This is an optimization exercise on Yosys and OpenROAD, whose aim is small area, not a production implementation.
In this exercise RTL edits were held to simulation tests only and were not proved equivalent to the original.
Power figures rest on the tool's default switching activity, not on a simulated workload.

**flow/run.sh**
```bash
#!/bin/bash
# Own layout flow: the standard synthesis, then the combinational logic between the
# (unchanged) registers is re-mapped by ABC for area, then the standard layout from the
# floorplan on, with smaller port buffers and a clock tree without dummy loads.
# Each tool's output goes to a log file of its own in the work folder.
set -uo pipefail
W=$(pwd)
F=$W/flow
R=$W/orfs/results/${FLOW_PLATFORM}/bdi_core/base
L=$W/orfs/logs/${FLOW_PLATFORM}/bdi_core/base
LIB=$FLOW_HOME/platforms/${FLOW_PLATFORM}/lib/sky130_fd_sc_hd__tt_025C_1v80.lib
YOSYS=$FLOW_HOME/../tools/install/yosys/bin/yosys
[[ -x $YOSYS ]] || YOSYS=yosys

# 1. standard synthesis
bash standard.sh synth > $W/run_1_synth.log 2>&1 || { echo "standard synth failed"; exit 1; }
cp $R/1_2_yosys.v $W/std_1_2_yosys.v

# 2. re-map the logic between the registers
DONTUSE=$(grep -m1 -o '^abc .*' $L/1_2_yosys.log | grep -o '\-dont_use [A-Za-z0-9_]*' | tr '\n' ' ')
SEQ=$(grep -o '^ *sky130_fd_sc_hd__\(df\|edf\|sdf\|dl\)[a-z0-9_]* ' $W/std_1_2_yosys.v | sort -u | tr -d ' ' | tr '\n' ' ')
cat > $W/remap.ys <<EOC
read_liberty -ignore_miss_func $LIB
blackbox $SEQ
read_verilog $W/std_1_2_yosys.v
hierarchy -top $FLOW_TOP
flatten
rename -hide w:*.*
opt -purge
abc -script $F/area.abc -liberty $LIB $DONTUSE
opt_clean -purge
setundef -zero
hilomap -hicell sky130_fd_sc_hd__conb_1 HI -locell sky130_fd_sc_hd__conb_1 LO
splitnets
opt_clean -purge
stat -liberty $LIB
write_verilog -noattr -nohex -nodec $W/remap_1_2_yosys.v
EOC
if timeout 1200 $YOSYS -s $W/remap.ys > $W/run_2_remap.log 2>&1 \
   && ! grep -q '^ *assign ' $W/remap_1_2_yosys.v \
   && python3 $F/check_regs.py $W/std_1_2_yosys.v $W/remap_1_2_yosys.v > $W/run_2_check_regs.log 2>&1; then
  cp $W/remap_1_2_yosys.v $R/1_2_yosys.v
  echo "using the re-mapped netlist"
else
  echo "re-map refused; keeping the standard netlist"
fi
touch $R/1_2_yosys.v

# 3. layout from the floorplan on
CTS_OPTS="-buf_list sky130_fd_sc_hd__clkbuf_8 -sink_clustering_size 24 -sink_clustering_max_diameter 35"
bash standard.sh \
  "BUFFER_PORTS_ARGS=-buffer_cell sky130_fd_sc_hd__buf_1" \
  "CTS_ARGS=-sink_clustering_enable -repair_clock_nets -dont_use_dummy_load ${CTS_OPTS}" \
  finish > $W/run_3_layout.log 2>&1 || { echo "layout failed"; exit 1; }
ls -l $W/out/final.def
```
**flow/area.abc**
```
&get -n; &st; &deepsyn -T 60; &dch -f; &nf -R 2000; &put
```
**flow/check_regs.py**
```python
# Checks that two netlists hold the same registers: same instance names, same cell types.
import re, sys
def regs(path):
    out = {}
    for m in re.finditer(r'^\s*(sky130_fd_sc_hd__(?:df|edf|sdf|dl)\w*)\s+(\S+)\s*\(', open(path).read(), re.M):
        out[m.group(2)] = m.group(1)
    return out
a, b = regs(sys.argv[1]), regs(sys.argv[2])
print(len(a), "registers in", sys.argv[1]); print(len(b), "registers in", sys.argv[2])
if a != b or not a:
    print("registers differ"); sys.exit(1)
print("registers match")
```
**standard.sh**
```bash
#!/bin/bash
# synth_recipe.tcl (not shown) runs the flow's synth.tcl, then flattens the netlist and writes it again
# the make line also repeats each setting of config.mk as NAME=value (left out here)
make -C /OpenROAD-flow-scripts/flow DESIGN_CONFIG=/design/flow/config.mk WORK_HOME=/design/flow/orfs CLKGATE_MAP_FILE= SYNTH_SCRIPT=/design/flow/synth_recipe.tcl "${@:-finish}"
```
**config.mk**
```make
export PLATFORM = sky130hd
export DESIGN_NAME = bdi_core
export DESIGN_NICKNAME = bdi_core
export VERILOG_FILES = /design/flow/design.v
export SDC_FILE = /design/flow/constraint.sdc
export NUM_CORES = 4
export LEC_CHECK = 0
export ABC_AREA = 1
export CAP_MARGIN = 10
export CORE_MARGIN = 2
export CORE_UTILIZATION = 65
export SLEW_MARGIN = 10
```
**constraint.sdc**
```tcl
create_clock -name core_clock -period 10.0 [get_ports {clk}]
set_input_delay 2.0000 -clock core_clock [delete_from_list [all_inputs] [get_ports {clk}]]
set_output_delay 2.0000 -clock core_clock [all_outputs]
set_load 0.01 [all_outputs]
```
**design.v**
```verilog
module bdi_core #(
  parameter N_CELLS    = 16,
  parameter T_SETTLE   = 4,
  parameter T_ACTION   = 1000,
  parameter T_DEBOUNCE = 4000
) (
  input             clk,
  input             rst,
  input             cmd_valid,
  output            cmd_ready,
  input      [31:0] cmd_word,
  input             btn1_n,
  input             btn2_n,
  output reg        ser,
  output            srclk,
  output            clr_n,
  output            rclk,
  output            oe_n,
  output reg        ind1,
  output reg        ind2,
  output     [2:0]  res,
  output reg [1:0]  ev,
  output            halted,
  output     [2:0]  flt,
  output     [15:0] finfo,
  output     [31:0] fcmd
);
  localparam OP_NOP    = 6'h00, OP_ENC   = 6'h01, OP_DEC    = 6'h02, OP_BSD   = 6'h03,
             OP_LSD    = 6'h04, OP_MAPCLR= 6'h05, OP_MAPU   = 6'h06, OP_MAPD  = 6'h07,
             OP_BUILD  = 6'h08, OP_INIT  = 6'h09, OP_PUSH   = 6'h0A, OP_SAMPLE= 6'h0B,
             OP_IND    = 6'h0C, OP_INDCLR= 6'h0D, OP_WAIT   = 6'h0E, OP_CYCLE = 6'h0F,
             OP_RUN    = 6'h10;
  localparam F_LEN = 3'd1, F_STATE = 3'd2, F_CELL = 3'd3, F_DOT = 3'd4,
             F_NOINIT = 3'd5, F_ILLEGAL = 3'd6;
  localparam S_IDLE   = 4'd0,
             S_EXEC   = 4'd1,
             S_WAIT   = 4'd3,    
             S_SAMPLE = 4'd4,    
             S_HOLD   = 4'd5,    
             S_COOL   = 4'd6,    
             S_LSTART = 4'd7,    
             S_CLR    = 4'd8,    
             S_REL    = 4'd9,    
             S_SER    = 4'd10,   
             S_HI     = 4'd11,   
             S_LO     = 4'd12,   
             S_LATCH  = 4'd13,   
             S_LDONE  = 4'd14;   
  localparam L_INIT = 3'b000, L_RUNINIT = 3'b001,
             L_PF   = 3'b100, L_POS = 3'b101, L_NEG = 3'b110, L_ZERO = 3'b111;
  reg [4:0]  st;
  reg [11:0] cnt;         
  reg [2:0]  lop;
  reg        run_mode;
  reg        link_init;
  reg [31:0] cmd_qn;       
  wire [31:0] cmd_q = ~cmd_qn;
  reg [1:0]  res_q;
  reg         f_built;      
  reg [191:0] fb;
  wire [3:0]  s_cell = fb[3:0];
  wire [2:0]  s_dot  = fb[6:4];
  wire [1:0]  s_code = fb[8:7];
  reg [191:0] pm_d;       
  reg [15:0] pm_flag;
  reg [7:0]  hi_min;      
  assign halted    = st[4];
  assign cmd_ready = (st == {1'b0, S_IDLE});
  assign srclk     = (st == {1'b0, S_HI});
  assign rclk      = (st == {1'b0, S_LATCH});
  assign clr_n     = (st != {1'b0, S_CLR});
  assign oe_n      = ~link_init;
  assign res       = {1'b0, res_q};
  wire [5:0]  op  = cmd_q[31:26];
  wire [7:0]  cel = cmd_q[25:18];
  wire [2:0]  dot = cmd_q[17:15];
  wire [2:0]  tag = cmd_q[2:0];
  wire [11:0] len = cmd_q[11:0];
  reg illegal;
  always @* begin
    case (op)
      OP_NOP, OP_MAPCLR, OP_BUILD, OP_INIT, OP_SAMPLE, OP_INDCLR, OP_CYCLE, OP_RUN:
                       illegal = (cmd_q[25:0] != 0);
      OP_ENC:          illegal = (cmd_q[25:3] != 0);
      OP_DEC, OP_IND:  illegal = (cmd_q[25:2] != 0);
      OP_BSD, OP_LSD:  illegal = (cmd_q[14:3] != 0);
      OP_MAPU:         illegal = (cmd_q[17:3] != 0);
      OP_MAPD:         illegal = 1'b0;
      OP_PUSH:         illegal = (cmd_q[25:12] != 0);
      OP_WAIT:         illegal = (cmd_q[25:2] != 0) || (cmd_q[1:0] == 2'd3);
      default:         illegal = 1'b1;
    endcase
  end
  reg        bld_bad;
  reg [1:0]  bld_v;
  integer c;
  always @* begin
    bld_bad = 1'b0;
    bld_v   = 2'd0;
    for (c = 15; c >= 0; c = c - 1)
      if (pm_flag[c] && pm_d[12*c+2]) begin
        bld_bad = 1'b1;
        bld_v   = pm_d[12*c +: 2];
      end
  end
  wire hi_any = (hi_min[7:4] != 4'd0);
  reg [2:0]  fc;
  reg [15:0] fi;
  always @* begin
    fc = 3'd0;
    fi = 16'd0;
    if (illegal) begin
      fc = F_ILLEGAL; fi = {10'd0, op};
    end else begin
      case (op)
        OP_ENC: if (tag[2]) begin fc = F_STATE; fi = {13'd0, tag}; end
        OP_BSD, OP_LSD: begin
          if (cel[7:4] != 4'd0) begin
            fc = F_CELL; fi = {8'd0, cel};
          end else if ((op == OP_BSD) ? (dot[2] & dot[1]) : (dot == 3'd0 || dot == 3'd7)) begin
            fc = F_DOT; fi = {13'd0, dot};
          end else if (tag[2]) begin
            fc = F_STATE; fi = {13'd0, tag};
          end
        end
        OP_BUILD: begin
          if (bld_bad) begin
            fc = F_STATE; fi = {13'd0, 1'b1, bld_v};
          end else if (hi_any) begin
            fc = F_CELL; fi = {8'd0, hi_min};
          end
        end
        OP_PUSH: begin
          if (len != 12'd192) begin
            fc = F_LEN; fi = {4'd0, len};
          end else if (!link_init) fc = F_NOINIT;
        end
        OP_CYCLE: if (!link_init) fc = F_NOINIT;
        default: ;
      endcase
    end
  end
  wire fault = (fc != 3'd0);
  wire [2:0] hc = st[2:0];
  wire       hb = st[3];
  assign flt   = {3{halted}} & hc;
  assign finfo = ({16{halted && hc == F_LEN}}              & {4'd0, len}) |
                 ({16{halted && hc == F_STATE && !hb}}     & {13'd0, tag}) |
                 ({16{halted && hc == F_STATE && hb}}      & {13'd0, 1'b1, bld_v}) |
                 ({16{halted && hc == F_CELL && !hb}}      & {8'd0, cel}) |
                 ({16{halted && hc == F_CELL && hb}}       & {8'd0, hi_min}) |
                 ({16{halted && hc == F_DOT}}              & {13'd0, dot}) |
                 ({16{halted && hc == F_ILLEGAL}}          & {10'd0, op});
  assign fcmd  = ~({32{~halted}} | cmd_qn);
  wire in_exec  = (st == {1'b0, S_EXEC});
  wire exec_ok  = in_exec && !fault;
  wire cmd_keep = in_exec || halted;
  wire        is_mapu = (op == OP_MAPU);
  wire [17:0] mt = cmd_q[17:0] | {{5{tag & {3{is_mapu}}}}, 3'd0};
  wire        m_bad = mt[2] | mt[5] | mt[8] | mt[11] | mt[14] | mt[17];
  reg  [1:0]  m_v;        
  always @* begin
    m_v = mt[1:0];
    if      (mt[2])  m_v = mt[1:0];
    else if (mt[5])  m_v = mt[4:3];
    else if (mt[8])  m_v = mt[7:6];
    else if (mt[11]) m_v = mt[10:9];
    else if (mt[14]) m_v = mt[13:12];
    else if (mt[17]) m_v = mt[16:15];
  end
  wire [11:0] m_dat = {mt[16:15], mt[13:12], mt[10:9], mt[7:6], mt[4], mt[3] | m_bad, m_v};
  wire map_wr  = exec_ok && !rst && (op == OP_MAPU || op == OP_MAPD);
  wire map_clr = rst || (exec_ok && op == OP_MAPCLR);
  wire do_build = exec_ok && (op == OP_BUILD);
  wire do_bsd   = exec_ok && (op == OP_BSD || op == OP_LSD);
  wire [11:0] dec = cnt - 12'd1;
  wire        s0  = (cnt[1:0] == 2'd0);
  wire        idx_end = (cnt[9:2] == {4'd15, 3'd5, 1'b1});    
  wire        c0  = (cnt == 12'd0);
  wire [11:0] dec_lo = {dec[11:6], (dec[5:3] == 3'd7) ? 3'd5 : dec[5:3], dec[2:0]};
  reg [11:0] cnt_n;
  wire [3:0] pc = cnt[9:6];
  wire [2:0] pd = cnt[5:3];
  wire       po = cnt[2];
  wire sbit = (pc == s_cell) && (pd == s_dot) && s_code[po];
  wire pbit = (lop[1:0] == 2'd0) ? (f_built ? fb[191] : sbit) :
              (lop[1:0] == 2'd1) ? ~po :
              (lop[1:0] == 2'd2) ? po : 1'b0;
  wire pbit0 = (lop[1:0] == 2'd0) ? (f_built ? fb[191] : (s_cell == 4'd15 && s_dot == 3'd5 && s_code[1])) :
               (lop[1:0] == 2'd2);
  wire fb_sh = f_built && (lop == L_PF) &&
               (st == {1'b0, S_LSTART} || (st == {1'b0, S_LO} && s0 && !idx_end));
  wire [1:0] btn_ev = !btn1_n ? 2'd1 : !btn2_n ? 2'd2 : 2'd0;
  wire [2:0] sd_dot = (op == OP_LSD) ? dot - 3'd1 : dot;
  always @* begin
    cnt_n  = cnt;
    case (st)
      {1'b0, S_EXEC}:
        if (op == OP_WAIT)
          cnt_n = (cmd_q[1:0] == 2'd0) ? T_SETTLE - 1 :
                  (cmd_q[1:0] == 2'd1) ? T_ACTION - 1 : T_DEBOUNCE - 1;
      {1'b0, S_WAIT}, {1'b0, S_HOLD}, {1'b0, S_COOL}: cnt_n = dec;
      {1'b0, S_LSTART}: cnt_n = {2'b00, 4'd15, 3'd5, 1'b1, 2'd3};
      {1'b0, S_CLR}, {1'b0, S_REL}, {1'b0, S_SER}, {1'b0, S_LO}, {1'b0, S_LATCH}:
        cnt_n = {cnt[11:2], dec[1:0]};
      {1'b0, S_HI}: cnt_n = dec_lo;
      {1'b0, S_LDONE}: cnt_n = (lop == L_ZERO) ? T_DEBOUNCE - 1 : T_ACTION - 1;
      default: ;
    endcase
  end
  always @(posedge clk) begin
    cmd_qn <= ~(({32{cmd_ready}} & cmd_word) | ({32{cmd_keep}} & cmd_q));
    cnt   <= cnt_n;
    if (rst) begin
      st        <= S_IDLE;
      link_init <= 1'b0;
      ser       <= 1'b0;
      res_q     <= 2'd0;
      ev        <= 2'd0;
      ind1      <= 1'b0;
      ind2      <= 1'b0;
      f_built   <= 1'b0;
    end else begin
      case (st)
        {1'b0, S_IDLE}: if (cmd_valid) st <= S_EXEC;
        {1'b0, S_EXEC}: begin
          st <= S_IDLE;
          if (fault) st <= {1'b1, op == OP_BUILD, fc};
          else begin
            case (op)
              OP_ENC: res_q <= tag[1:0];
              OP_DEC: res_q <= cmd_q[1:0];
              OP_BSD, OP_LSD: f_built <= 1'b0;
              OP_BUILD: f_built <= 1'b1;
              OP_INIT: begin
                lop <= L_INIT;
                st  <= S_LSTART;
              end
              OP_PUSH: begin
                lop <= L_PF;
                st  <= S_LSTART;
              end
              OP_SAMPLE: ev <= btn_ev;
              OP_IND: begin
                if (cmd_q[1]) ind2 <= cmd_q[0];
                else          ind1 <= cmd_q[0];
              end
              OP_INDCLR: begin
                ind1 <= 1'b0;
                ind2 <= 1'b0;
              end
              OP_WAIT: st <= S_WAIT;
              OP_CYCLE: begin
                run_mode <= 1'b0;
                st       <= S_SAMPLE;
              end
              OP_RUN: begin
                run_mode <= 1'b1;
                lop      <= L_RUNINIT;
                st       <= S_LSTART;
              end
              default: ;
            endcase
          end
        end
        {1'b0, S_WAIT}: if (c0) st <= S_IDLE;
        {1'b0, S_SAMPLE}: begin
          if (!run_mode) ev <= btn_ev;
          if (!btn1_n) begin
            ind1 <= 1'b1;
            lop  <= L_POS;
            st   <= S_LSTART;
          end else if (!btn2_n) begin
            ind2 <= 1'b1;
            lop  <= L_NEG;
            st   <= S_LSTART;
          end else if (!run_mode) st <= S_IDLE;
        end
        {1'b0, S_HOLD}: if (c0) begin
          lop <= L_ZERO;
          st  <= S_LSTART;
        end
        {1'b0, S_COOL}: if (c0) st <= run_mode ? S_SAMPLE : S_IDLE;
        {1'b0, S_LSTART}: begin
          ser <= lop[2] & pbit0;
          st  <= lop[2] ? S_SER : S_CLR;
        end
        {1'b0, S_CLR}: if (s0) st <= S_REL;
        {1'b0, S_REL}: if (s0) begin
          link_init <= 1'b1;
          st        <= S_LDONE;
        end
        {1'b0, S_SER}: if (s0) st <= S_HI;
        {1'b0, S_HI}: if (s0) st <= S_LO;
        {1'b0, S_LO}: if (s0) begin
          if (idx_end) st <= S_LATCH;
          else begin
            ser <= pbit;
            st  <= S_SER;
          end
        end
        {1'b0, S_LATCH}: if (s0) st <= S_LDONE;
        {1'b0, S_LDONE}: begin
          case (lop)
            L_RUNINIT: st <= S_SAMPLE;
            L_POS, L_NEG: st <= S_HOLD;
            L_ZERO: begin
              ind1 <= 1'b0;
              ind2 <= 1'b0;
              st   <= S_COOL;
            end
            default: st <= S_IDLE;
          endcase
        end
        default: ;
      endcase
    end
  end
  wire        fb_hold = ~do_build & ~fb_sh;
  reg  [15:0] we_c, nwe_c, ld_c;
  reg  [191:0] pm_d_n;
  reg  [15:0] pm_flag_n;
  reg  [191:0] fb_n;
  integer i;
  always @* begin
    for (i = 0; i < 16; i = i + 1) begin
      we_c[i]  = map_wr && (cel == i);
      nwe_c[i] = ~we_c[i] & ~map_clr;    
      ld_c[i]  = do_build & ~pm_flag[i];
      pm_d_n[12*i +: 12] = ({12{we_c[i]}} & m_dat) | ({12{nwe_c[i]}} & pm_d[12*i +: 12]);
      pm_flag_n[i] = (we_c[i] & m_bad) | (~we_c[i] & pm_flag[i]) | map_clr;
      fb_n[12*i +: 12] = ({12{ld_c[i]}} & pm_d[12*i +: 12]) | ({12{fb_hold}} & fb[12*i +: 12]) |
                         ({12{fb_sh}} & {fb[12*i +: 11], (i == 0) ? fb[191] : fb[12*i-1]});
    end
    fb_n[8:0] = ({9{ld_c[0]}} & pm_d[8:0]) | ({9{do_bsd}} & {tag[1:0], sd_dot, cel[3:0]}) |
                ({9{fb_hold & ~do_bsd}} & fb[8:0]) | ({9{fb_sh}} & {fb[7:0], fb[191]});
    fb_n[8:7] = fb_n[8:7] & {2{~rst}};
  end
  always @(posedge clk) begin
    pm_d    <= pm_d_n;
    pm_flag <= pm_flag_n;
    fb      <= fb_n;
    if (map_clr) hi_min <= 8'd0;
    else if (map_wr && cel[7:4] != 4'd0 && (!hi_any || cel < hi_min)) hi_min <= cel;
  end
endmodule
```
==> run summary, run 1 <==
WHS 388 ps; TritonCTS clock tree built; CP Buf/Inv Count 0; Via-to-Cell Ratio 6.72; drt initial violations 2,284; Root Buffer clkbuf_8; clock-pin slew on the worst setup and hold paths 80 ps; DRT Pass-1 Iters 13; end of the worst hold path fb[34]$_DFF_P_; Nets 2,041; slowest stage delay, CP 970 ps; setup ws final 4430 ps; residual DRC count 0; layout cell share with drive strength beyond 1 4.95%; Peak Freq 180 MHz; vias in the first global route 14.8k; CTS sink count 470; Slew headroom 12.7%; core area 0.0261 sq mm; Die Width 167 microns; IO Count 102; Setup crit start kind register; Fin. Hold Viols 0; Final Instance Area 0.0191 sq mm; Initial Utilization 66.3%; RSZ-0062 raised after global routing no; P_leak 6.92 nW; flop-to-flop setup slack 4430 ps; DR vias 15.7k; H-tree levels 2; Post-CTS Hold Fix Bufs 0; GRT Total Usage 35.1%; period utilization 55.7%; crit-path max FO 17; Antenna Nets Post-Route 0; TritonCTS buffer count 59; Rows 59; Post-CTS Setup Inserts 0; Reg2Reg Depth 14; synthesized net count 1,860; routability cong. 0.931; Slew Viols, Final 0; height of the chip 167 microns; Setup TNS 0 ps; most frequent CP cell nand2_1; Post-Syn Area per Cell 9.48 sq um; WL final 50,000 microns; ANT cells 0; Hold Path Depth 2; status complete, no violations; GRT Residual Overflow 0; min-delay worst type reg2reg; largest net degree at the start of global routing 103; final setup vio count 0; CP delay by family, top simple AND/OR/NAND/NOR gates; Reg-to-Reg Start pm_d[38]$_DFF_P_; CP Capture Type register; Cell Chain, Critical Path a22oi_1 > nand3_1 > nor4_1 > a21oi_1 > a21o_1 > or2_0 > nor2b_1 > nand2_1 > nor4_1 > nand2_1 > nor3_1 > nor2_1 > nand2_1 > o21ai_0; Crit Path Category reg2reg; Final Skew 108 ps; first-pass GRT wire length 79,800 microns; initial antenna violation count 0; post-CTS sizing 0; crit path DAT 5960 ps; routed length per placed instance 21.4 microns; dpl cell area 0.0183 sq mm; CP Data Required Time 10,400 ps; worst slew pin tran 1310 ps; Area growth syn-to-layout 10.7%; port bufs 96; die area 0.0279 sq mm; CP max-delay cell nor3_1; max cap viols 0; pwr/cell area 223 mW/mm^2; r2r endpoint pm_d[33]$_DFF_P_; Detail Placement HPWL 32,600 microns; Final min period 5570 ps; Post-Syn Instances 1,823; Max VDD drop 0.000201 V; Yosys Warn Count 1; DP Worst Slack 4630 ps; Clock Latency Late Sink 650 ps; Synth Cell Area 0.0173 sq mm; min-delay src fb[33]$_DFF_P_; Layout Utilization 73.4%; Max Buffers Root-to-Sink 3
-- registers in the layout, indices dropped and copies added, names as in the netlist --
signal and flops:
fb 192, ev 2, ind2 1, pm_flag 16, ind1 1, cnt 12
cmd_qn 32, lop 3, pm_d 192, f_built 1, st 5, hi_min 8
res_q 2, ser 1, link_init 1, run_mode 1
-- per-stage QoR --
stage	cells	power (W)
after floorplan	1823	0.00273
after detailed placement	2278	0.00314
after global placement	2278	0.00313
after CTS	2337	0.00425
after global routing	2337	0.00444
final	2337	0.00427
-- tightest hold or removal path: cells and delay by family, from the launching register on --
family	cells	cell delay, ps
compound gates	1	70
buf+inv	1	50
flops	1	330
-- cell type report --
| cell class | instances | area [sq um] |
|---|---|---|
| inverter | 197 | 739 |
| multi-input combinational | 1156 | 7040 |
| tap | 335 | 419 |
| fill | 1991 | 6940 |
| clock buffer | 59 | 812 |
| timing repair buffer | 120 | 541 |
| sequential | 470 | 9580 |
-- where the power goes --
| part | switching (W) | total [W] | internal, W | leakage [nW] |
|---|---|---|---|---|
| clock network | 0.000617 | 0.00113 | 0.000518 | 0.424 |
| logic | 0.000662 | 0.000931 | 0.000270 | 2.67 |
| registers | 0.000192 | 0.00221 | 0.00201 | 3.82 |
-- placed cells by master (no fill, tap or decap), drive strengths merged, types with 7 or more instances in the layout --
cell type    n
and2         7
a222oi     171
nand2b      13
o211ai       9
a21oi       90
nand4       15
o221ai       9
o21ai      113
a221oi      12
a22o        98
clkinv     197
nand2      209
a22oi       31
nand3       29
edfxtp      16
nor4         7
buf        120
dfxtp      454
nor3        31
clkbuf      59
nor2       212
-- worst max-delay path by stage --
stage	start	endpoint	slack (ps)	cells after the start
after floorplan	st[2]$_SDFFE_PP0P_	fb[101]$_DFF_P_	-3780	8
final	pm_d[38]$_DFF_P_	pm_d[33]$_DFF_P_	4430	14
after global placement	cmd_qn[26]$_DFF_P_	pm_d[66]$_DFF_P_	4800	12
after global routing	cmd_qn[8]$_DFF_P_	pm_d[71]$_DFF_P_	4000	16
after detailed placement	cmd_qn[26]$_DFF_P_	pm_d[33]$_DFF_P_	4630	13
after CTS	pm_flag[3]$_DFF_P_	pm_d[33]$_DFF_P_	4540	14
-- routing by layer --
metal	track usage, %	routed length [microns]
met3	5.47	4660
met4	11.9	1520
met5	0	0
met1	48.4	21000
met2	56.6	22800
==> run 2: changes to the inputs <==
--- a/flow/run.sh
+++ b/flow/run.sh
@@ -48,5 +48,5 @@
 
 # 3. layout from the floorplan on
-CTS_OPTS="-buf_list sky130_fd_sc_hd__clkbuf_8 -sink_clustering_size 24 -sink_clustering_max_diameter 35"
+CTS_OPTS="-buf_list sky130_fd_sc_hd__clkbuf_8 -sink_clustering_size 20 -sink_clustering_max_diameter 45"
 bash standard.sh \
   "BUFFER_PORTS_ARGS=-buffer_cell sky130_fd_sc_hd__buf_1" \
--- a/config.mk
+++ b/config.mk
@@ -9,4 +9,4 @@
 export CAP_MARGIN = 10
 export CORE_MARGIN = 2
-export CORE_UTILIZATION = 65
+export CORE_UTILIZATION = 70
 export SLEW_MARGIN = 10
==> run summary, run 2 <==
status complete, no violations; RSZ-0062 raised after global routing no; Detail Placement HPWL 32,200 microns; end of the worst hold path fb[153]$_DFF_P_; Sw Ratio 35.3%; DRT Pass-1 Iters 10; DR vias 15.6k; Post-CTS Setup Inserts 0; Slew headroom 17.3%; crit path DAT 5840 ps; vias in the first global route 14.6k; initial antenna violation count 0; CTS sink count 470; Clock power frac 22.6%; Max Buffers Root-to-Sink 3; Peak Freq 184 MHz; GRT Total Usage 37.3%; post-CTS sizing 0; period utilization 54.2%; pwr/cell area 216 mW/mm^2; flop-to-flop setup slack 4580 ps; routed length per placed instance 21.6 microns; Max VDD drop 0.000225 V; P_leak 6.77 nW; Setup TNS 0 ps; max cap viols 0; Clock Latency Late Sink 600 ps; drt initial violations 2,736; Post-Syn Instances 1,823; Fin. Hold Viols 0; Via-to-Cell Ratio 6.78; Area growth syn-to-layout 8.97%; Seq pwr share 54.1%; core area 0.0242 sq mm; Final min period 5420 ps; synthesized net count 1,860; Psw 0.00144 W; Rows 57; Nets 2,020; worst setup path startpoint cmd_qn[26]$_DFF_P_; Comb power frac 23.3%; clock-pin slew on the worst setup and hold paths 110 ps; H-tree levels 2; residual DRC count 0; TritonCTS clock tree built; height of the chip 161 microns; port bufs 96; min-delay src pm_d[153]$_DFF_P_; Post-Syn Area per Cell 9.48 sq um; ANT cells 0; largest net degree at the start of global routing 108; GRT Residual Overflow 0; Reg-to-Reg Start cmd_qn[26]$_DFF_P_; final setup vio count 0; Post-CTS Hold Fix Bufs 0; Crit Path Category reg2reg; Synth Cell Area 0.0173 sq mm; Antenna Nets Post-Route 0; CP Capture Type register; Final Skew 87.4 ps; most common cell after layout, fill and taps aside dfxtp_1; TritonCTS buffer count 39; Root Buffer clkbuf_8; Die Width 161 microns; min-delay worst type reg2reg; crit-path max FO 15; Yosys Warn Count 1; layout cell share with drive strength beyond 1 3.94%; Setup crit start kind register; die area 0.0260 sq mm; IO Count 102; first-pass GRT wire length 78,100 microns; routability cong. 0.989; Initial Utilization 71.3%; WL final 49,700 microns; Reg2Reg Depth 13; top flop regs fb x192, pm_d x192, cmd_qn x32; Slew Viols, Final 0; worst slew pin tran 1240 ps; Cell Int Power 0.00263 W; r2r endpoint pm_d[83]$_DFF_P_; CP Data Required Time 10,420 ps; Hold Path Depth 2; Final Instance Area 0.0188 sq mm; most frequent cells in the layout dfxtp_1, nand2_1, nor2_1; dpl cell area 0.0183 sq mm
## run 2: worst max path at each step
stage          cells past startpoint  slack [ps]          endpoint
6_report                          13        4580  pm_d[83]$_DFF_P_
5_1_grt                           13        4280  pm_d[83]$_DFF_P_
4_1_cts                           12        4300  pm_d[62]$_DFF_P_
3_5_place_dp                      12        4300  pm_d[65]$_DFF_P_
3_3_place_gp                      12        4540  pm_d[65]$_DFF_P_
2_1_floorplan                      8       -3780   fb[101]$_DFF_P_
## run 2: cell type report
type                    instances  area (sq um)
clock buffers                  39           537
well taps                     324           405
repair buffers                119           533
fillers                      1685          5420
inverters                     197           739
flip-flops and latches        470          9580
multi-input cells            1156          7040
## run 2: through the flow
| step | hold slack, ps | util (%) | setup slack, ps | power, W | cells |
|---|---|---|---|---|---|
| 2_1_floorplan | 414 | - | -3780 | 0.00273 | 1823 |
| 3_3_place_gp | 426 | 75.4 | 4540 | 0.00313 | 2265 |
| 3_5_place_dp | 429 | 75.4 | 4300 | 0.00315 | 2265 |
| 4_1_cts | 431 | 77.6 | 4300 | 0.00403 | 2304 |
| 5_1_grt | 454 | 77.7 | 4280 | 0.00422 | 2305 |
| 6_report | 440 | 77.7 | 4580 | 0.00407 | 2305 |
## run 2: metal layers
layer | global-route usage (%) | vias to the layer above | share of wire [%]
li1 | - | 7135 | -
met1 | 50.2 | 7386 | 41
met2 | 59.8 | 943 | 45
met3 | 7.11 | 165 | 10
met4 | 15.4 | 0 | 4.0
met5 | 0 | - | 0
## run 2: power by group through the flow
stage | clock (W) | sequential, W | combinational [W]
after floorplan | 0 | 0.00218 | 0.000546
after detailed placement | 0 | 0.00224 | 0.000913
after global routing | 0.000990 | 0.00222 | 0.00101
final | 0.000920 | 0.00220 | 0.000950
after CTS | 0.000923 | 0.00219 | 0.000918
after global placement | 0 | 0.00223 | 0.000898
## run 2: worst max-delay path, stage by stage, from the launching register on
cell	delay, ps
dfxtp_1	710
nand3_1	240
or3_1	500
a221oi_1	280
nand4_1	210
nor3_1	240
nor2b_1	200
nand2_1	170
nor4_2	640
nand4b_1	390
nor2_1	910
nor2_1	500
nand2_1	190
o21ai_0	100
==> run 3: changes to the inputs <==
--- a/config.mk
+++ b/config.mk
@@ -9,4 +9,4 @@
 export CAP_MARGIN = 10
 export CORE_MARGIN = 2
-export CORE_UTILIZATION = 70
+export CORE_UTILIZATION = 65
 export SLEW_MARGIN = 10
==> run summary, run 3 <==
core area 0.0261 sq mm; Via-to-Cell Ratio 6.69; Max Buffers Root-to-Sink 3; Area growth syn-to-layout 9.39%; Nets 2,026; Post-Syn Area per Cell 9.48 sq um; Final min period 5480 ps; initial antenna violation count 0; GRT Residual Overflow 0; top flop regs fb x192, pm_d x192, cmd_qn x32; Detail Placement HPWL 32,600 microns; TritonCTS clock tree built; period utilization 54.8%; RSZ-0062 raised after global routing no; Slew headroom 16.9%; Antenna Nets Post-Route 0; Layout Utilization 72.5%; Max VDD drop 0.000198 V; P_leak 6.80 nW; CP Data Required Time 10,460 ps; CP Capture Type register; CP Buf/Inv Count 0; max cap viols 0; Post-CTS Hold Fix Bufs 0; crit path DAT 5950 ps; height of the chip 167 microns; Setup TNS 0 ps; min-delay worst type reg2reg; Post-CTS Setup Inserts 0; layout cell share with drive strength beyond 1 4.18%; Root Buffer clkbuf_8; vias in the first global route 14.6k; most frequent cells in the layout dfxtp_1, nand2_1, nor2_1; largest net degree at the start of global routing 103; Synth Cell Area 0.0173 sq mm; final total power 0.00408 W; routed length per placed instance 21.4 microns; Die Width 167 microns; residual DRC count 0; IO Count 102; Yosys Warn Count 1; CP delay by family, top simple AND/OR/NAND/NOR gates; Fin. Hold Viols 0; status complete, no violations; Initial Utilization 66.3%; Post-Syn Instances 1,823; Final Skew 90.0 ps; synthesized net count 1,860; CTS sink count 470; port bufs 96; Peak Freq 182 MHz; TritonCTS buffer count 41; post-CTS sizing 0; Layout Cells excl Fill 2,322; clock-pin slew on the worst setup and hold paths 110 ps; final setup vio count 0; dpl cells 2,278; ANT cells 0; crit-path max FO 14; Cell Chain, Critical Path a22oi_1 > nand3_1 > nor4_1 > a21oi_1 > a21o_1 > or2_0 > nor2b_1 > nand2_1 > nor4_1 > nand4b_1 > nor2_1 > nor2_1 > a22o_1; Clock Latency Late Sink 600 ps; DR vias 15.5k; Rows 59; pwr/cell area 216 mW/mm^2; H-tree levels 2; Setup crit start kind register; first-pass GRT wire length 78,900 microns; GRT Total Usage 34.7%; Crit Path Category reg2reg; worst slew pin tran 1240 ps; drt initial violations 2,171; WL final 49,800 microns; DRT Pass-1 Iters 12; routability cong. 0.931; CP max-delay cell nor2_1; most common cell after layout, fill and taps aside dfxtp_1; Slew Viols, Final 0; slowest stage delay, CP 930 ps; die area 0.0279 sq mm
==> run 3: worst reg2reg max path, cell delays in order, from the launching register on <==
cell      delay, ps
dfxtp_1         360
a22oi_1         330
nand3_1         130
nor4_1          770
a21oi_1         190
a21o_1          220
or2_0           220
nor2b_1         160
nand2_1         170
nor4_1          760
nand4b_1        320
nor2_1          930
nor2_1          490
a22o_1          310
==> run 3: layout make-up <==
type,instances,area [sq um]
Inverter,197,739
Multi-Input combinational cell,1156,7030
Sequential cell,470,9580
Clock buffer,41,564
Timing Repair Buffer,123,571
Tap cell,335,419
Fill cell,2011,7160
==> run 3: layer usage <==
layer  share of wire, %  GRT usage (%)  wire [microns]  vias up
li1                   -              -               -     7155
met4                2.9           10.7            1440        0
met2                 45           56.1           22600      826
met1                 42           48.0           21000     7435
met3                9.6           5.87            4760      123
met5                  0              0               0        -
==> run 3: final timing paths <==
| path | start | end | slack, ps | depth (start not counted) |
|---|---|---|---|---|
| min | fb[21]$_DFF_P_ | fb[22]$_DFF_P_ | 440 | 2 |
| max reg2reg | pm_d[38]$_DFF_P_ | pm_d[64]$_DFF_P_ | 4520 | 13 |
| min reg2reg | fb[21]$_DFF_P_ | fb[22]$_DFF_P_ | 440 | 2 |
| max | pm_d[38]$_DFF_P_ | pm_d[64]$_DFF_P_ | 4520 | 13 |
==> run 3: stage by stage <==
stage               setup WS [ps]  instance area (sq um)  hold slack [ps]
floorplan                   -3780                  17300              414
global placement             4800                  18300              425
detailed placement           4630                  18300              434
CTS                          4620                  18900              435
global route                 4020                  18900              458
finish                       4520                  18900              439
==> run 3: where the power goes <==
part | total (W) | internal, W | switching [W]
combinational | 0.000932 | 0.000271 | 0.000662
clock | 0.000943 | 0.000367 | 0.000576
sequential | 0.00220 | 0.00201 | 0.000193
==> run 4: changes to the inputs <==
--- a/config.mk
+++ b/config.mk
@@ -7,6 +7,6 @@
 export LEC_CHECK = 0
 export ABC_AREA = 1
-export CAP_MARGIN = 10
+export CAP_MARGIN = 0
 export CORE_MARGIN = 2
 export CORE_UTILIZATION = 65
-export SLEW_MARGIN = 10
+export SLEW_MARGIN = 0
==> run summary, run 4 <==
IO Count 102; layout cell share with drive strength beyond 1 3.98%; RSZ-0062 raised after global routing no; DRT Pass-1 Iters 10; dpl cell area 0.0183 sq mm; Via-to-Cell Ratio 6.70; CP Buf/Inv Count 0; Rows 59; initial antenna violation count 0; CP delay by family, top simple AND/OR/NAND/NOR gates; CP Data Required Time 10,420 ps; Root Buffer clkbuf_8; worst slew pin tran 1280 ps; max cap viols 0; Post-CTS Setup Inserts 0; Post-CTS Hold Fix Bufs 0; period utilization 54.5%; Post-Syn Instances 1,823; Hold Path Depth 2; Peak Freq 183 MHz; # fillers 2,014; Final min period 5450 ps; first-pass GRT wire length 78,900 microns; M3 GR Usage 5.87%; Fin. Hold Viols 0; Area growth syn-to-layout 9.20%; largest net degree at the start of global routing 103; Setup crit start kind register; crit-path max FO 17; TritonCTS buffer count 41; Antenna Nets Post-Route 0; top flop regs fb x192, pm_d x192, cmd_qn x32; residual DRC count 0; synthesized net count 1,860; CP Capture Type register; port bufs 96; Initial Utilization 66.3%; DR vias 15.5k; Psw 0.00143 W; final total power 0.00408 W; routability cong. 0.931; Max Buffers Root-to-Sink 3; Yosys Warn Count 1; Cell Int Power 0.00265 W; routed length per placed instance 21.4 microns; clock-pin slew on the worst setup and hold paths 110 ps; final setup vio count 0; met2 usage 56.1%; pwr/cell area 216 mW/mm^2; met1 Usage GRT 48.0%; grt peak-use layer met2; die area 0.0279 sq mm; vias in the first global route 14.6k; Max VDD drop 0.000199 V; post-CTS sizing 0; Detail Placement HPWL 32,600 microns; Final Instance Area 0.0189 sq mm; Layout Utilization 72.4%; Die Width 167 microns; Synth Cell Area 0.0173 sq mm; height of the chip 167 microns; Clock Latency Late Sink 600 ps; Clock power frac 23.2%; slowest stage delay, CP 940 ps; core area 0.0261 sq mm; min-delay worst type reg2reg; ANT cells 0; Slew headroom 14.1%; GRT Residual Overflow 0; most frequent cells in the layout dfxtp_1, nand2_1, nor2_1; Post-Syn Area per Cell 9.48 sq um; Setup TNS 0 ps; WL final 49,700 microns; Nets 2,023; CTS sink count 470; flop-to-flop setup slack 4550 ps; H-tree levels 2; crit path DAT 5870 ps; drt initial violations 2,207; Comb power frac 22.8%; P_leak 6.79 nW; TritonCTS clock tree built; Seq pwr share 54.0%; status complete, no violations; Crit. path cell count 13; Cell Chain, Critical Path nand3_1 > or3_1 > a221oi_1 > nand4_1 > nor3_1 > nor2b_1 > nand2_1 > nor4_1 > nand2_1 > nor3_1 > nor2_1 > nand2_1 > o21ai_0; Reg2Reg Depth 13; Sw Ratio 35.1%; Slew Viols, Final 0; most frequent CP cell nand2_1; Final Skew 90.6 ps; GRT Total Usage 34.7%; Crit Path Category reg2reg; most common cell after layout, fill and taps aside dfxtp_1; CP max-delay cell nor3_1
[run 4: cell types whose count changed in the layout (fill, tap and decap cells not counted), sizes merged]
| cell | previous run | this run |
|---|---|---|
| buf | 123 | 120 |
[run 4: power groups by stage]
stage	combinational (W)	clock (W)	sequential [W]
2_1_floorplan	0.000546	0	0.00218
3_3_place_gp	0.000896	0	0.00224
3_5_place_dp	0.000903	0	0.00224
4_1_cts	0.000908	0.000952	0.00220
5_1_grt	0.00100	0.00102	0.00222
6_report	0.000931	0.000945	0.00220
[run 4: worst paths after layout]
path | end | startpoint
worst max-delay path | pm_d[27]$_DFF_P_ | cmd_qn[26]$_DFF_P_
worst min-delay path | fb[22]$_DFF_P_ | fb[21]$_DFF_P_
worst max register to register | pm_d[27]$_DFF_P_ | cmd_qn[26]$_DFF_P_
worst min register to register | fb[22]$_DFF_P_ | fb[21]$_DFF_P_
[run 4: cell type report]
type | instances | area (sq um) | share of cell area, %
Multi-Input combinational cell | 1156 | 7030 | 37.3
Inverter | 197 | 739 | 3.92
Sequential cell | 470 | 9580 | 50.7
Timing Repair Buffer | 120 | 541 | 2.86
Clock buffer | 41 | 564 | 2.99
Tap cell | 335 | 419 | 2.22
[run 4: worst reg2reg max path, cell delays in order (launching register included)]
cell,delay (ps)
dfxtp_1,730
nand3_1,260
or3_1,490
a221oi_1,260
nand4_1,190
nor3_1,250
nor2b_1,200
nand2_1,160
nor4_1,750
nand2_1,260
nor3_1,940
nor2_1,510
nand2_1,190
o21ai_0,110
[run 4: per-stage QoR]
stage | setup slack, ps | cells | hold WS [ps]
after floorplan | -3780 | 1823 | 414
after global placement | 4800 | 2278 | 425
after detailed placement | 4630 | 2278 | 434
after CTS | 4620 | 2319 | 435
after global routing | 4020 | 2319 | 458
final | 4550 | 2319 | 437
[run 4: per-layer routing]
metal	share of wire [%]	wire length (microns)
met1	42	20700
met2	46	22600
met3	10	4960
met4	2.7	1370
met5	0	0
==> run 5: changes to the inputs <==
--- a/flow/run.sh
+++ b/flow/run.sh
@@ -48,5 +48,5 @@
 
 # 3. layout from the floorplan on
-CTS_OPTS="-buf_list sky130_fd_sc_hd__clkbuf_8 -sink_clustering_size 20 -sink_clustering_max_diameter 45"
+CTS_OPTS="-buf_list {sky130_fd_sc_hd__clkbuf_4 sky130_fd_sc_hd__clkbuf_8} -sink_clustering_size 20 -sink_clustering_max_diameter 45"
 bash standard.sh \
   "BUFFER_PORTS_ARGS=-buffer_cell sky130_fd_sc_hd__buf_1" \
--- a/config.mk
+++ b/config.mk
@@ -7,6 +7,6 @@
 export LEC_CHECK = 0
 export ABC_AREA = 1
-export CAP_MARGIN = 0
+export CAP_MARGIN = 10
 export CORE_MARGIN = 2
 export CORE_UTILIZATION = 65
-export SLEW_MARGIN = 0
+export SLEW_MARGIN = 10
==> run summary, run 5 <==
Synth Cell Area 0.0173 sq mm; crit path DAT 5950 ps; TritonCTS clock tree built; H-tree levels 2; max cap viols 0; Post-Syn Area per Cell 9.48 sq um; Post-CTS Hold Fix Bufs 0; die area 0.0279 sq mm; Clock Latency Late Sink 600 ps; initial antenna violation count 0; TritonCTS buffer count 41; port bufs 96; first-pass GRT wire length 78,900 microns; status complete, no violations; final total power 0.00408 W; P_leak 6.80 nW; DRT Pass-1 Iters 12; metal3 WL 4760 microns; DR vias 15.5k; core area 0.0261 sq mm; Post-CTS Setup Inserts 0; worst slew pin tran 1240 ps; crit-path max FO 14; Max Buffers Root-to-Sink 3; height of the chip 167 microns; dpl cells 2,278; Final Skew 90.0 ps; routed length per placed instance 21.4 microns; CTS sink count 470; top flop regs fb x192, pm_d x192, cmd_qn x32; Area growth syn-to-layout 9.39%; Via-to-Cell Ratio 6.69; layout cell share with drive strength beyond 1 4.18%; residual DRC count 0; Layout Cells excl Fill 2,322; RSZ-0062 raised after global routing no; most frequent cells in the layout dfxtp_1, nand2_1, nor2_1; Layout Utilization 72.5%; clock-pin slew on the worst setup and hold paths 110 ps; pwr/cell area 216 mW/mm^2; Setup crit start kind register; Crit Path Category reg2reg; WL met1 21,000 microns; GRT Residual Overflow 0; CP Data Required Time 10,460 ps; Slew headroom 16.9%; most common cell after layout, fill and taps aside dfxtp_1; Die Width 167 microns; CP Capture Type register; period utilization 54.8%; min-delay worst type reg2reg; ANT cells 0; Peak Freq 182 MHz; Top Layer Used met4; Slew Viols, Final 0; Fin. Hold Viols 0; drt initial violations 2,171; WL final 49,800 microns; Max VDD drop 0.000198 V; vias in the first global route 14.6k; Yosys Warn Count 1; post-CTS sizing 0; final setup vio count 0; Rows 59; GRT Total Usage 34.7%; Detail Placement HPWL 32,600 microns; Post-Syn Instances 1,823; Initial Utilization 66.3%; Antenna Nets Post-Route 0; largest net degree at the start of global routing 103; routability cong. 0.931; Final min period 5480 ps; Root Buffer clkbuf_8; synthesized net count 1,860; met2 wire len 22,600 microns; Nets 2,026; IO Count 102
==> run 5: layout make-up <==
| cell class | instances | area (sq um) |
|---|---|---|
| Sequential cell | 470 | 9580 |
| Fill cell | 2011 | 7160 |
| Multi-Input combinational cell | 1156 | 7030 |
| Inverter | 197 | 739 |
| Timing Repair Buffer | 123 | 571 |
| Clock buffer | 41 | 564 |
| Tap cell | 335 | 419 |
==> run 5: path summary, 6_finish.rpt <==
path	from	slack, ps	cells past startpoint	to
worst min register to register	fb[21]$_DFF_P_	440	2	fb[22]$_DFF_P_
worst max register to register	pm_d[38]$_DFF_P_	4520	13	pm_d[64]$_DFF_P_
worst max-delay path	pm_d[38]$_DFF_P_	4520	13	pm_d[64]$_DFF_P_
worst min-delay path	fb[21]$_DFF_P_	440	2	fb[22]$_DFF_P_
==> run 5: routing by layer <==
layer  vias to the layer above  track usage, %
met5                         -               0
met1                      7435            48.0
li1                       7155               -
met4                         0            10.7
met2                       826            56.1
met3                       123            5.87
==> run 5: through the flow <==
stage	hold slack [ps]	cell area [sq um]	TNS (ps)	setup slack, ps
final	439	18900	0	4520
after global routing	458	18900	0	4020
after CTS	435	18900	0	4620
after detailed placement	434	18300	0	4630
after global placement	425	18300	0	4800
after floorplan	414	17300	-678200	-3780
==> run 5: where the power goes <==
group / total [W] / leakage, nW / internal [W] / switching, W
combinational: 0.000932 / 2.69 / 0.000271 / 0.000662
sequential: 0.00220 / 3.82 / 0.00201 / 0.000193
clock: 0.000943 / 0.295 / 0.000367 / 0.000576
==> run 5: critical path, cell delays in order (launching register included) <==
cell	delay, ps
dfxtp_1	360
a22oi_1	330
nand3_1	130
nor4_1	770
a21oi_1	190
a21o_1	220
or2_0	220
nor2b_1	160
nand2_1	170
nor4_1	760
nand4b_1	310
nor2_1	930
nor2_1	480
a22o_1	310
==> run 6: changes to the inputs <==
--- a/design.v
+++ b/design.v
@@ -50,10 +50,11 @@
              L_PF   = 3'b100, L_POS = 3'b101, L_NEG = 3'b110, L_ZERO = 3'b111;
   reg [4:0]  st;
-  reg [11:0] cnt;         
-  reg [2:0]  lop;
-  reg        run_mode;
   reg        link_init;
-  reg [31:0] cmd_qn;       
-  wire [31:0] cmd_q = ~cmd_qn;
+  reg  [15:0] rlo;
+  reg  [15:0] rhin;         
+  wire [31:0] cmd_q    = {~rhin, rlo};
+  wire [11:0] cnt      = rlo[11:0];    
+  wire [2:0]  lop      = rlo[14:12];
+  wire        run_mode = rlo[15];
   reg [1:0]  res_q;
   reg         f_built;      
@@ -152,5 +153,5 @@
                  ({16{halted && hc == F_DOT}}              & {13'd0, dot}) |
                  ({16{halted && hc == F_ILLEGAL}}          & {10'd0, op});
-  assign fcmd  = ~({32{~halted}} | cmd_qn);
+  assign fcmd  = {~({16{~halted}} | rhin), {16{halted}} & rlo};
   wire in_exec  = (st == {1'b0, S_EXEC});
   wire exec_ok  = in_exec && !fault;
@@ -209,7 +210,33 @@
     endcase
   end
+  reg [2:0]  lop_n;
+  reg        run_mode_n;
+  always @* begin
+    lop_n      = lop;
+    run_mode_n = run_mode;
+    case (st)
+      {1'b0, S_EXEC}:
+        case (op)
+          OP_INIT:  lop_n = L_INIT;
+          OP_PUSH:  lop_n = L_PF;
+          OP_CYCLE: run_mode_n = 1'b0;
+          OP_RUN: begin
+            run_mode_n = 1'b1;
+            lop_n      = L_RUNINIT;
+          end
+          default: ;
+        endcase
+      {1'b0, S_SAMPLE}:
+        if (!btn1_n)      lop_n = L_POS;
+        else if (!btn2_n) lop_n = L_NEG;
+      {1'b0, S_HOLD}: if (c0) lop_n = L_ZERO;
+      default: ;
+    endcase
+  end
+  wire        r_keep = (in_exec && fault) || halted;
+  wire [15:0] rlo_n  = cmd_ready ? cmd_word[15:0] : r_keep ? rlo : {run_mode_n, lop_n, cnt_n};
   always @(posedge clk) begin
-    cmd_qn <= ~(({32{cmd_ready}} & cmd_word) | ({32{cmd_keep}} & cmd_q));
-    cnt   <= cnt_n;
+    rhin <= ~(({16{cmd_ready}} & cmd_word[31:16]) | ({16{cmd_keep}} & cmd_q[31:16]));
+    rlo  <= rlo_n;
     if (rst) begin
       st        <= S_IDLE;
@@ -233,12 +260,5 @@
               OP_BSD, OP_LSD: f_built <= 1'b0;
               OP_BUILD: f_built <= 1'b1;
-              OP_INIT: begin
-                lop <= L_INIT;
-                st  <= S_LSTART;
-              end
-              OP_PUSH: begin
-                lop <= L_PF;
-                st  <= S_LSTART;
-              end
+              OP_INIT, OP_PUSH: st <= S_LSTART;
               OP_SAMPLE: ev <= btn_ev;
               OP_IND: begin
@@ -251,13 +271,6 @@
               end
               OP_WAIT: st <= S_WAIT;
-              OP_CYCLE: begin
-                run_mode <= 1'b0;
-                st       <= S_SAMPLE;
-              end
-              OP_RUN: begin
-                run_mode <= 1'b1;
-                lop      <= L_RUNINIT;
-                st       <= S_LSTART;
-              end
+              OP_CYCLE: st <= S_SAMPLE;
+              OP_RUN:   st <= S_LSTART;
               default: ;
             endcase
@@ -269,14 +282,11 @@
           if (!btn1_n) begin
             ind1 <= 1'b1;
-            lop  <= L_POS;
             st   <= S_LSTART;
           end else if (!btn2_n) begin
             ind2 <= 1'b1;
-            lop  <= L_NEG;
             st   <= S_LSTART;
           end else if (!run_mode) st <= S_IDLE;
         end
         {1'b0, S_HOLD}: if (c0) begin
-          lop <= L_ZERO;
           st  <= S_LSTART;
         end
--- a/flow/run.sh
+++ b/flow/run.sh
@@ -48,5 +48,5 @@
 
 # 3. layout from the floorplan on
-CTS_OPTS="-buf_list {sky130_fd_sc_hd__clkbuf_4 sky130_fd_sc_hd__clkbuf_8} -sink_clustering_size 20 -sink_clustering_max_diameter 45"
+CTS_OPTS="-buf_list sky130_fd_sc_hd__clkbuf_8 -sink_clustering_size 20 -sink_clustering_max_diameter 45"
 bash standard.sh \
   "BUFFER_PORTS_ARGS=-buffer_cell sky130_fd_sc_hd__buf_1" \
==> run summary, run 6 <==
# fillers 2,085; GRT Total Usage 35.4%; Post-CTS Setup Inserts 0; min-delay worst type reg2reg; Setup TNS 0 ps; CP Capture Type register; CTS sink count 454; GRT Residual Overflow 0; Setup crit start kind register; period utilization 66.0%; Post-CTS Hold Fix Bufs 0; Clock Latency Late Sink 590 ps; drt initial violations 2,275; synthesized net count 1,925; Slew Viols, Final 0; Rows 59; layout cell share with drive strength beyond 1 3.47%; Peak Freq 152 MHz; die area 0.0275 sq mm; IO Count 102; Via-to-Cell Ratio 6.54; routed length per placed instance 21.2 microns; clock-pin slew on the worst setup and hold paths 120 ps; initial antenna violation count 0; Max VDD drop 0.000219 V; CP Data Required Time 10,430 ps; Final min period 6600 ps; vias in the first global route 14.7k; Root Buffer clkbuf_8; status complete, no violations; worst slew pin tran 1240 ps; Antenna Nets Post-Route 0; Slew headroom 16.8%; crit-path max FO 16; most common cell after layout, fill and taps aside dfxtp_1; Max Buffers Root-to-Sink 3; DRT Pass-1 Iters 12; max cap viols 0; Layout Cells excl Fill 2,380; RSZ-0062 raised after global routing no; Crit Path Category reg2reg; height of the chip 166 microns; residual DRC count 0; Initial Utilization 65.7%; Area growth syn-to-layout 9.29%; WL final 50,300 microns; Post-Syn Area per Cell 9.01 sq um; P_leak 6.58 nW; ANT cells 0; most frequent cells in the layout dfxtp_1, nand2_1, o21ai_0; H-tree levels 2; Synth Cell Area 0.0170 sq mm; crit path DAT 7030 ps; TritonCTS clock tree built; core area 0.0259 sq mm; pwr/cell area 224 mW/mm^2; first-pass GRT wire length 79,300 microns; Die Width 166 microns; dpl cells 2,340; top flop regs fb x192, pm_d x192; Final Skew 73.0 ps; Post-Syn Instances 1,888; largest net degree at the start of global routing 99; routability cong. 0.977; Detail Placement HPWL 32,500 microns; Nets 2,084; Yosys Warn Count 1; port bufs 96; final setup vio count 0; post-CTS sizing 0; Fin. Hold Viols 0; TritonCTS buffer count 40; DR vias 15.6k
-- run 6: cell count changes in the layout (fill, tap and decap cells not counted), moves of 10 or more --
cell     before  now
nor3_1       31   18
a21oi_1      90   72
a22oi_1      31   20
dfxtp_1     451  438
o21ai_0     110  237
nor2_1      207  126
nor2b_1       3   25
a22o_1       98    1
nand3_1      29   19
nand2_1     209  326
and2_0        6   40
-- run 6: path summary, 6_finish.rpt --
kind / slack, ps / depth (start not counted) / startpoint / to
max reg2reg: 3400 / 13 / rhin[10]$_DFF_P_ / pm_d[149]$_DFF_P_
min reg2reg: 440 / 2 / fb[86]$_DFF_P_ / fb[86]$_DFF_P_
min: 440 / 2 / fb[86]$_DFF_P_ / fb[86]$_DFF_P_
max: 3400 / 13 / rhin[10]$_DFF_P_ / pm_d[149]$_DFF_P_
-- run 6: per-layer routing --
layer  routed length (microns)  track usage (%)  part of all wire (%)
met4                      2090             14.5                   4.2
met5                         0                0                     0
met2                     23300             58.0                    46
met3                      4510             5.08                   9.0
met1                     20400             47.6                    41
-- run 6: final cells by class --
class | count | area [sq um] | area share (%)
multi-input combinational | 1234 | 7110 | 38.2
inverter | 200 | 751 | 4.04
sequential | 454 | 9250 | 49.7
tap | 335 | 419 | 2.25
timing repair buffer | 117 | 518 | 2.79
clock buffer | 40 | 551 | 2.96
-- run 6: worst max-delay path, stage by stage (launching register included) --
cell and delay, ps:
dfxtp_1 790, nand2_1 270, a221oi_1 480, nand3_1 240, a2111oi_0 860, nand4_1 270, nor3_1 410, nand2_1 210
or4_1 580, nor4_1 980, nand3_1 570, and2_0 540, nand2_1 160, o21ai_0 120
-- run 6: report_power, final --
group          leakage [nW]  switching [W]  internal, W
Combinational          2.61       0.000789     0.000286
Sequential             3.69       0.000242      0.00193
Clock                 0.288       0.000560     0.000358
Total                  6.58        0.00159      0.00257
-- run 6: per-stage QoR --
stage | hold WS, ps | setup slack [ps] | cell area, sq um | power (W) | utilization, %
after global routing | 465 | 2970 | 18600 | 0.00430 | 71.8
final | 441 | 3400 | 18600 | 0.00416 | 71.8
after detailed placement | 432 | 3630 | 18000 | 0.00323 | 69.7
after global placement | 426 | 3910 | 18000 | 0.00322 | 69.7
after floorplan | 414 | 1130 | 17000 | 0.00266 | -
after CTS | 437 | 3620 | 18600 | 0.00411 | 71.8
==> run 7: changes to the inputs <==
--- a/config.mk
+++ b/config.mk
@@ -7,6 +7,6 @@
 export LEC_CHECK = 0
 export ABC_AREA = 1
-export CAP_MARGIN = 10
+export CAP_MARGIN = 0
 export CORE_MARGIN = 2
-export CORE_UTILIZATION = 65
-export SLEW_MARGIN = 10
+export CORE_UTILIZATION = 70
+export SLEW_MARGIN = 0
==> run summary, run 7 <==
status complete, no violations; final setup vio count 0; Max VDD drop 0.000181 V; initial antenna violation count 0; TritonCTS clock tree built; crit-path max FO 20; CP Capture Type register; Slew Viols, Final 0; Reg-to-Reg Start rhin[3]$_DFF_P_; P_leak 6.59 nW; worst slew pin tran 1230 ps; core area 0.0242 sq mm; Reg2Reg Depth 15; synthesized net count 1,897; most common cell after layout, fill and taps aside dfxtp_1; Post-CTS Setup Inserts 0; Final Skew 91.7 ps; IO Count 102; Die Width 160 microns; Area growth syn-to-layout 8.64%; Setup crit start kind register; GRT Total Usage 36.5%; Crit Path Category reg2reg; drt initial violations 2,605; Detail Placement HPWL 31,300 microns; r2r endpoint pm_d[109]$_DFF_P_; routed length per placed instance 20.7 microns; Post-Syn Area per Cell 9.21 sq um; routability cong. 0.963; min-delay worst type reg2reg; layout cell share with drive strength beyond 1 3.33%; CP Data Required Time 10,370 ps; # fillers 1,751; largest net degree at the start of global routing 109; top flop regs fb x192, pm_d x192; Clock power frac 21.5%; DRT Pass-1 Iters 12; height of the chip 160 microns; clock-pin slew on the worst setup and hold paths 100 ps; Antenna Nets Post-Route 0; CTS sink count 454; die area 0.0257 sq mm; Psw 0.00160 W; Fin. Hold Viols 0; post-CTS sizing 0; max cap viols 0; Post-Syn Instances 1,860; Max Buffers Root-to-Sink 3; most frequent cells in the layout dfxtp_1, nand2_1, clkinv_1; Rows 57; Comb power frac 25.8%; Synth Cell Area 0.0171 sq mm; Setup TNS 0 ps; Via-to-Cell Ratio 6.69; Layout Utilization 77.0%; vias in the first global route 14.8k; H-tree levels 2; Slew headroom 17.7%; DR vias 15.6k; crit path DAT 6250 ps; Nets 2,052; Cell Int Power 0.00258 W; Root Buffer clkbuf_8; Clock Latency Late Sink 600 ps; Peak Freq 170 MHz; Initial Utilization 70.8%; Sw Ratio 38.3%; Yosys Warn Count 1; end of the worst hold path fb[91]$_DFF_P_; period utilization 58.8%; residual DRC count 0; Final min period 5880 ps; ANT cells 0; WL final 48,300 microns; TritonCTS buffer count 39; Hold Path Depth 2; Post-CTS Hold Fix Bufs 0; min-delay src pm_d[91]$_DFF_P_; first-pass GRT wire length 76,500 microns; RSZ-0062 raised after global routing no; pwr/cell area 225 mW/mm^2; port bufs 96; flop-to-flop setup slack 4120 ps; Seq pwr share 52.7%; GRT Residual Overflow 0
[run 7: worst max-delay path by stage]
stage / to / start / slack, ps
finish: pm_d[109]$_DFF_P_ / rhin[3]$_DFF_P_ / 4120
floorplan: fb[101]$_DFF_P_ / st[4]$_SDFFE_PP0P_ / 1020
global placement: pm_d[115]$_DFF_P_ / rhin[3]$_DFF_P_ / 4400
detailed placement: pm_d[117]$_DFF_P_ / rhin[2]$_DFF_P_ / 4320
CTS: pm_d[117]$_DFF_P_ / rhin[2]$_DFF_P_ / 4280
global route: pm_d[109]$_DFF_P_ / rhin[3]$_DFF_P_ / 3750
[run 7: worst max-delay path, stage by stage (launching register included)]
cell and delay, ps:
dfxtp_1 890, nand3_1 240, or4_1 480, o311ai_0 120, nand4b_1 130, o21ai_0 90
and3_1 200, nor4b_1 420, and3_1 290, nand2_1 280, nor4_1 740, nand2b_1 400
nor2_1 750, nor2_1 400, nand2_1 190, o31ai_1 80
[run 7: metal layers]
layer / track usage [%] / up-vias / part of all wire [%]
li1: - / 7209 / -
met1: 50.0 / 7450 / 41
met2: 59.3 / 842 / 47
met3: 5.68 / 131 / 9.4
met4: 12.9 / 0 / 2.8
met5: 0 / - / 0
[run 7: cell type report]
class	instances	area, sq um	area share, %
Inverter	196	736	3.95
Tap cell	324	405	2.18
Timing Repair Buffer	114	495	2.66
Multi-Input combinational cell	1210	7190	38.6
Sequential cell	454	9250	49.7
Clock buffer	39	537	2.88
[run 7: stage by stage]
step | worst slack [ps] | cells | hold WS [ps] | area (sq um) | total power (W)
3_3_place_gp | 4400 | 2298 | 425 | 18100 | 0.00325
2_1_floorplan | 1020 | 1860 | 414 | 17100 | 0.00273
4_1_cts | 4280 | 2337 | 432 | 18600 | 0.00413
3_5_place_dp | 4320 | 2298 | 434 | 18100 | 0.00326
5_1_grt | 3750 | 2337 | 450 | 18600 | 0.00433
6_report | 4120 | 2337 | 437 | 18600 | 0.00418
[run 7: power groups by stage]
stage          Sequential (W)  Clock [W]  Combinational (W)
2_1_floorplan         0.00213          0           0.000597
3_3_place_gp          0.00223          0            0.00102
3_5_place_dp          0.00223          0            0.00103
4_1_cts               0.00219   0.000907            0.00104
5_1_grt               0.00222   0.000975            0.00114
6_report              0.00220   0.000899            0.00108

-- static timing again, ports no longer ideal --
How much do the figures lean on ideal ports? The routed layouts below were timed once more, with nothing changed but the port constraints. Step 1, drivers: a clkbuf_16 drives clk and a buf_2 each remaining input, both assumed. Step 2 moves the port delays by t, midway between the first and last clock arrival at a register: inputs arrive t later, outputs are due t later. That takes back most of the time a late clock gives input paths. Three values: ideal ports, drivers, drivers and shift; two values: the first two.
run	t, ns	setup slack, ns	cell pins on the clock port's net
run 1	0.640	4.434 / 4.434 / 4.434	1
run 2	0.602	4.578 / 4.578 / 4.578	1
run 3	0.598	4.515 / 4.515 / 4.515	1
run 4	0.598	4.548 / 4.548 / 4.548	1
run 5	0.598	4.515 / 4.515 / 4.515	1
run 6	0.599	3.401 / 3.401 / 3.401	1
run 7	0.602	4.122 / 4.122 / 4.122	1
After both steps every run listed still meets setup and hold.
